This design comes from an exercise in tuning for small area, a short achievable clock period and few clock cycles on the open sky130 flow, not from production work.
No activity file was given, so power comes from the tool's default toggle rates.

// evt_agg_enc
module evt_agg_enc (
    input  wire        clk,
    input  wire        rst,
    input  wire        cmd_valid,
    output wire        cmd_ready,
    input  wire [31:0] cmd,
    output reg         pkt_valid,
    output reg  [76:0] pkt
);
For scale: roughly 1200 flip-flops, roughly 110 I/O pins, ~52000 sq um of cells after synthesis.
clock: 13.0 ns
lec_check: 0
cap_margin: 30
core_margin: 2
core_utilization: 60
cts_buf_list: sky130_fd_sc_hd__clkbuf_16
cts_cluster_diameter: 60
cts_cluster_size: 40
slew_margin: 20
standard.sh (not shown) runs the stock make flow with config.mk's settings and CLKGATE_MAP_FILE= SYNTH_SCRIPT=/design/flow/synth_recipe.tcl, a recipe that flattens the netlist after the stock synthesis.
==> flow/flow/run.sh <==
#!/bin/bash
# Standard ORFS layout, with repair_timing asked to leave a larger setup
# margin than the 13 ns constraint needs, so that the design is optimised
# for speed, and clock tree synthesis without dummy balancing loads.
# The SDC and every other setting stay the standard flow's own.
set -o pipefail
bash standard.sh SETUP_SLACK_MARGIN=9.5 \
  "CTS_ARGS=-sink_clustering_enable -repair_clock_nets -sink_clustering_size 40 -sink_clustering_max_diameter 60 -buf_list sky130_fd_sc_hd__clkbuf_16 -dont_use_dummy_load" \
  finish > standard_flow.log 2>&1
The starting point completed with no timing, DRC or antenna violations.
Rerun with:
--- a/flow/design.v
+++ b/flow/design.v
@@ -134,29 +134,22 @@
             d_na[5*g +: 5] <= pop16(k_match[16*g +: 16]);
             d_np[5*g +: 5] <= pop16(k_match_p[16*g +: 16]);
         end
         d_fa    <= lowest_zero(occ);
         d_fb    <= ~lowest_zero(rev64(occ));
     end
-    function [13:0] csa4;           
-        input [4:0] a, b, c, d;
-        reg [4:0] s1, c1;
-        reg [6:0] p, q, r;
-        begin
-            s1 = a ^ b ^ c;
-            c1 = (a & b) | (c & (a ^ b));
-            p = {2'b00, s1};
-            q = {1'b0, c1, 1'b0};
-            r = {2'b00, d};
-            csa4 = {p ^ q ^ r, {(p[5:0] & q[5:0]) | (r[5:0] & (p[5:0] ^ q[5:0])), 1'b0}};
-        end
-    endfunction
-    wire [13:0] cs_n = csa4(d_na[4:0], d_na[9:5], d_na[14:10], d_na[19:15]);
-    wire [13:0] cs_p = csa4(d_np[4:0], d_np[9:5], d_np[14:10], d_np[19:15]);
-    wire [6:0] cnt_x = cs_n[13:7], cnt_y = cs_n[6:0];
-    wire [6:0] pos_x = cs_p[13:7], pos_y = cs_p[6:0];
+    wire [4:0] pcnt = (d_np[4:0] + d_np[9:5]) + (d_np[14:10] + d_np[19:15]);
+    wire [4:0] na0 = d_na[4:0],   na1 = d_na[9:5];
+    wire [4:0] na2 = d_na[14:10], na3 = d_na[19:15];
+    wire [4:0] cs1_s = na0 ^ na1 ^ na2;
+    wire [4:0] cs1_c = (na0 & na1) | (na2 & (na0 ^ na1));
+    wire [6:0] cs2_a = {2'b00, cs1_s};
+    wire [6:0] cs2_b = {1'b0, cs1_c, 1'b0};
+    wire [6:0] cs2_d = {2'b00, na3};
+    wire [6:0] cnt_x = cs2_a ^ cs2_b ^ cs2_d;
+    wire [6:0] cnt_y = {(cs2_a[5:0] & cs2_b[5:0]) | (cs2_d[5:0] & (cs2_a[5:0] ^ cs2_b[5:0])), 1'b0};
     function at_least;
         input [6:0] x, y;
         input [6:0] k;
         reg [7:0] t;
         begin
             t = {1'b0, x} + {1'b0, y} + (8'd128 - {1'b0, k});
@@ -171,24 +164,20 @@
             default: begin k0 = 7'd31; k1 = 7'd30; k2 = 7'd29; end
         endcase
     end
     wire [2:0] d_g = {at_least(cnt_x, cnt_y, k2),
                       at_least(cnt_x, cnt_y, k1),
                       at_least(cnt_x, cnt_y, k0)};
-    reg [6:0] j0, j1, j2, j3;
+    reg [3:0] d_h;
     always @(*) begin
         case (d_mode)
-            2'd1:    begin j0 = 7'd2;  j1 = 7'd1;  j2 = 7'd0;  j3 = 7'd0;  end
-            2'd2:    begin j0 = 7'd5;  j1 = 7'd4;  j2 = 7'd3;  j3 = 7'd2;  end
-            default: begin j0 = 7'd17; j1 = 7'd16; j2 = 7'd15; j3 = 7'd14; end
+            2'd1:    d_h = {2'b11, pcnt != 5'd0, pcnt >= 5'd2};
+            2'd2:    d_h = {pcnt >= 5'd2, pcnt >= 5'd3, pcnt >= 5'd4, pcnt >= 5'd5};
+            default: d_h = {pcnt >= 5'd14, pcnt >= 5'd15, pcnt >= 5'd16, pcnt >= 5'd17};
         endcase
     end
-    wire [3:0] d_h = {at_least(pos_x, pos_y, j3),
-                      at_least(pos_x, pos_y, j2),
-                      at_least(pos_x, pos_y, j1),
-                      at_least(pos_x, pos_y, j0)};
     reg  [2:1] o_st, o_em, o_clr, o_p;
     reg  [5:0] o_slot1, o_slot2;
     wire [2:1] e = o_clr | (d_s & o_em);    
     wire [2:1] a = d_s & o_st;              
     wire [2:1] b = a & o_p;                 
     wire mode1 = (d_mode == 2'd1);
Result: The new run finished clean; worst setup slack gets worse by 0.090 ns; power grows by about 0.6%; die area shrinks by 1.2%; count of clock-buffer cells in the layout grows by 4; final cell count hardly moves; first-iteration DRC count shrinks by about 13%; final area hardly moves; core utilization grows by 0.33 points.
No functional check of the RTL was part of any run of this note.

-- afterwards: timing with drivers on the ports --
In the flow no input, the clock included, has a driving cell. The finished layouts below were timed again as built, in two steps. Step 1, drivers: a clkbuf_16 drives clk and a buf_2 each remaining input, both assumed. Step 2 times the ports against the registers' clock, not the clock port: input delays grow and output delays shrink by t, the midpoint of the rising clock arrivals with the driver on. a / b / c = no drivers / after step 1 / after step 2; a / b = the first two.
run	t, ns	setup slack, ns	latest minus earliest clock arrival (ns)	worst slew at a driven data input, ns	cell pins on the clock port's net
the first run	0.718	8.918 / 8.918 / 8.247	0.101 / 0.101	0.04	1
the second run	0.703	8.828 / 8.828 / 8.260	0.108 / 0.108	0.05	1
After both steps every run listed still meets setup and hold. The setup slack of the first run, which loses most, moves by 0.000 ns with the drivers and by -0.671 ns with both steps.
